This design comes from an exercise in tuning for small area, a short achievable clock period and few clock cycles on the open sky130 flow, not from production work. Only simulation tests tie the RTL to the original design; equivalence was not proved.

==> flow/design.v (excerpt) <==
module eadogm_core (
    input  wire        clk,
    input  wire        rst,
    input  wire        cmd_valid,
    output wire        cmd_ready,
    input  wire [63:0] cmd_word,
    output wire [2:0]  err,
    output wire [3:0]  cur_page,
    output wire [6:0]  cur_col,
    output wire [7:0]  ret,
    output reg         mem_en,
    output reg         mem_we,
    output reg  [9:0]  mem_addr,
    output reg  [7:0]  mem_wdata,
    input  wire [7:0]  mem_rdata
);
    localparam [7:0] MODE_SET   = 8'h73;
    localparam [7:0] MODE_CLEAR = 8'h63;
    localparam [3:0] S_IDLE  = 4'd0;
    localparam [3:0] S_SEG   = 4'd1;
    localparam [3:0] S_WALK  = 4'd2;
    localparam [3:0] S_MUL1  = 4'd3;
    localparam [3:0] S_DIV   = 4'd4;
    localparam [3:0] S_PRIME = 4'd5;
    localparam [3:0] S_TEXT  = 4'd6;
    localparam [3:0] S_LF    = 4'd7;
    localparam [3:0] S_DRAIN = 4'd8;
    localparam [3:0] S_MUL2  = 4'd9;
    localparam [3:0] S_STEPS = 4'd10;
    localparam [3:0] S_DRS   = 4'd11;
    localparam [3:0] S_DEC   = 4'd12;
    function [12:0] rca;
        input [11:0] x;
        input [11:0] y;
        input        ci;
        integer i;
        reg c;
        begin
            c = ci;
            for (i = 0; i < 12; i = i + 1) begin
                rca[i] = x[i] ^ y[i] ^ c;
                c = (x[i] & y[i]) | (c & (x[i] ^ y[i]));
            end
            rca[12] = c;
        end
    endfunction
    function [6:0] inc7;
        input [6:0] x;
        reg [12:0] s;
        begin s = rca({5'd0, x}, 12'd0, 1'b1); inc7 = s[6:0]; end
    endfunction
    function [6:0] dec7;
        input [6:0] x;
        reg [12:0] s;
        begin s = rca({5'd0, x}, {5'd0, 7'h7F}, 1'b0); dec7 = s[6:0]; end
    endfunction
    function ge8;
        input [7:0] x;
  ...
Size: ~4900 cells after synthesis, ~430 flip-flops, ~120 I/O pins.
export LEC_CHECK = 0
export CAP_MARGIN = 60
export CORE_MARGIN = 2
export CORE_UTILIZATION = 40
export PLACE_DENSITY = 0.6
export SLEW_MARGIN = 60
create_clock -name core_clock -period 12.0 [get_ports {clk}]
run.sh (not shown) runs the stock make flow with config.mk's settings and CLKGATE_MAP_FILE= SYNTH_SCRIPT=/design/flow/synth_recipe.tcl, a recipe that flattens the netlist after the stock synthesis.
Testbench counts at the start, summed over its fixed seeds: cycles 251,059.
Change:
--- a/flow/design.v
+++ b/flow/design.v
@@ -616,26 +616,26 @@
             3'd1:    d201 = 11'd201;
             3'd2:    d201 = 11'd402;
             3'd3:    d201 = 11'd603;
             3'd4:    d201 = 11'd804;
             3'd5:    d201 = 11'd1005;
             3'd6:    d201 = 11'd1206;
             default: d201 = 11'd1407;
         endcase
     end
     wire [10:0] mul2_s = {3'd0, stp[11:4]} + d201;
     wire [9:0]  steps  = stp[9:0];
-    wire [10:0] div_t  = {dr, acc[16]};       
+    wire [10:0] div_t  = {dr, dw[4'd8 - cnt]};
     wire [11:0] div_s  = {1'b0, div_t} - {2'b00, steps};
     wire        div_ge = !div_s[11];
-    wire [11:0] drs_s  = {2'd0, dr} - {2'd0, steps};
+    wire [12:0] drs_s  = rca({2'd0, dr}, ~{2'd0, steps}, 1'b1);
     wire [11:0] arem_a = {2'd0, arem} + {2'd0, dr};
     wire [11:0] arem_b = {2'd0, arem} + stp;              
     wire        arem_ge = !arem_b[11];
     wire [8:0]  aq_dq  = aq + dq;
     wire [8:0]  aq_dq1 = aq + dq + 9'd1;
     wire [7:0]  ang_dq  = a3 + dq[7:0];
     wire [7:0]  ang_dq1 = a3 + dq[7:0] + 8'd1;
     wire [8:0]  aq_nx  = arem_ge ? aq_dq1 : aq_dq;
     wire [7:0]  ang_nx = arem_ge ? ang_dq1 : ang_dq;
     wire [6:0] sin_idx = sp[0] ? {~a3[6], a3[5:0]} : a3[6:0];
     wire [6:0] sin_mag;
@@ -745,23 +745,23 @@
         g_addr = w_addr;
         g_mask = w_mask;
         if (state == S_WALK) begin
             g_emit = 1'b1;
         end else if (state == S_TEXT) begin
             g_emit = 1'b1;
             g_addr = t_addr;
             g_mask = t_mask;
         end
     end
     wire g_go = !g_emit || buf_free;    
-    wire walk_end = (state == S_WALK) && buf_free && !thick && is_last;
+    wire walk_end = (state == S_WALK) && buf_free && (wmore == 5'd0) && is_last;
     wire seg_go   = ((state == S_SEG) || walk_end) && seg_avail && pre_ok;
     wire p2_consume = (seg_go && is_arc) || ((state == S_PRIME) && p2_valid);
     wire p3_take    = p3_valid && (!p2_valid || p2_consume);
     wire p4_take    = p4_valid && !p3_valid;                  
     wire q_busy     = p3_valid || p4_valid;
     wire sxy_wr     = (ready_q && cmd_valid) || seg_go ||
                       ((state == S_PRIME) && p2_valid) || p3_take;
     wire seg_draw = chk_ok && !(is_arc && prev_ok && seg_same);
     always @(posedge clk) begin
         if (rst) begin
             cv       <= 4'd0;
@@ -975,32 +975,30 @@
                         state_n = S_MUL2;
                     end
                 end
                 S_MUL2: begin
                     stp <= {mul2_s[10:3], mul2_s[2:0], stp[3]};
                     acc <= {3'b000, acc[16:3]};
                     cnt <= cnt + 4'd1;
                     if (cnt == 4'd5) state_n = S_STEPS;
                 end
                 S_STEPS: begin
                     if (stp[9:0] == 10'd0) stp <= 12'd1;
-                    acc   <= {dw, 8'd0};
                     dr    <= 10'd0;
                     dq    <= 9'd0;
                     cnt   <= 4'd0;
                     state_n = S_DIV;
                 end
                 S_DIV: begin
                     dr  <= div_ge ? div_s[9:0] : div_t[9:0];
                     dq  <= {dq[7:0], div_ge};
-                    acc <= {acc[15:0], 1'b0};
                     cnt <= cnt + 4'd1;
                     if (cnt == 4'd8) state_n = S_DRS;
                 end
                 S_DRS: begin
                     stp    <= drs_s[11:0];
                     adv_ok <= 1'b1;
                     state_n  = S_PRIME;
                 end
                 S_PRIME: begin
                     if (p2_valid) begin
                         sx1 <= sx2;
Effect: The new run finished with timing, DRC and antenna clean. Register-to-register slack degrades by 0.05 ns. Synthesized cell count goes down by 2.1%. Cell count goes down by 1.8%. First-iteration DRC count goes up by 23%. Sequential share of layout area goes up by 0.17 points. Clock-buffer cell count goes up by 6. Wire length goes down by 2.5%. Global-route usage goes down by 0.43 points. Final area goes down by 0.62%. Non-clock buffer count goes down by 10.
Testbench counts after the change, summed over its fixed seeds: cycles 249,822.

## separate check: timing with driven ports
The flow's constraints put no driver on any port. The routed layouts listed below were extracted and timed again, unchanged, in two steps.
Step 1: set_driving_cell puts a clkbuf_16 on clk and a buf_2 on each other input, an assumption about the parent block.
Step 2 moves the port delays by t, midway between the first and last clock arrival at a register: inputs arrive t later, outputs are due t later. That takes back most of the time a late clock gives input paths.
a / b / c = ideal ports / drivers / drivers and shift; a / b = the first two.
run	t (ns)	slack for setup (ns)	worst hold slack (ns)	latest minus earliest clock arrival (ns)	pins driven straight from the clock port
the first run	0.698	7.156 / 7.156 / 6.669	0.421 / 0.421 / 0.421	0.036 / 0.036	1
the second run	0.705	7.101 / 7.101 / 6.621	0.417 / 0.417 / 0.417	0.054 / 0.054	1
After both steps every run listed still meets setup and hold. The setup slack of the first run, which loses most, moves by 0.000 ns with the drivers and by -0.487 ns with both steps.
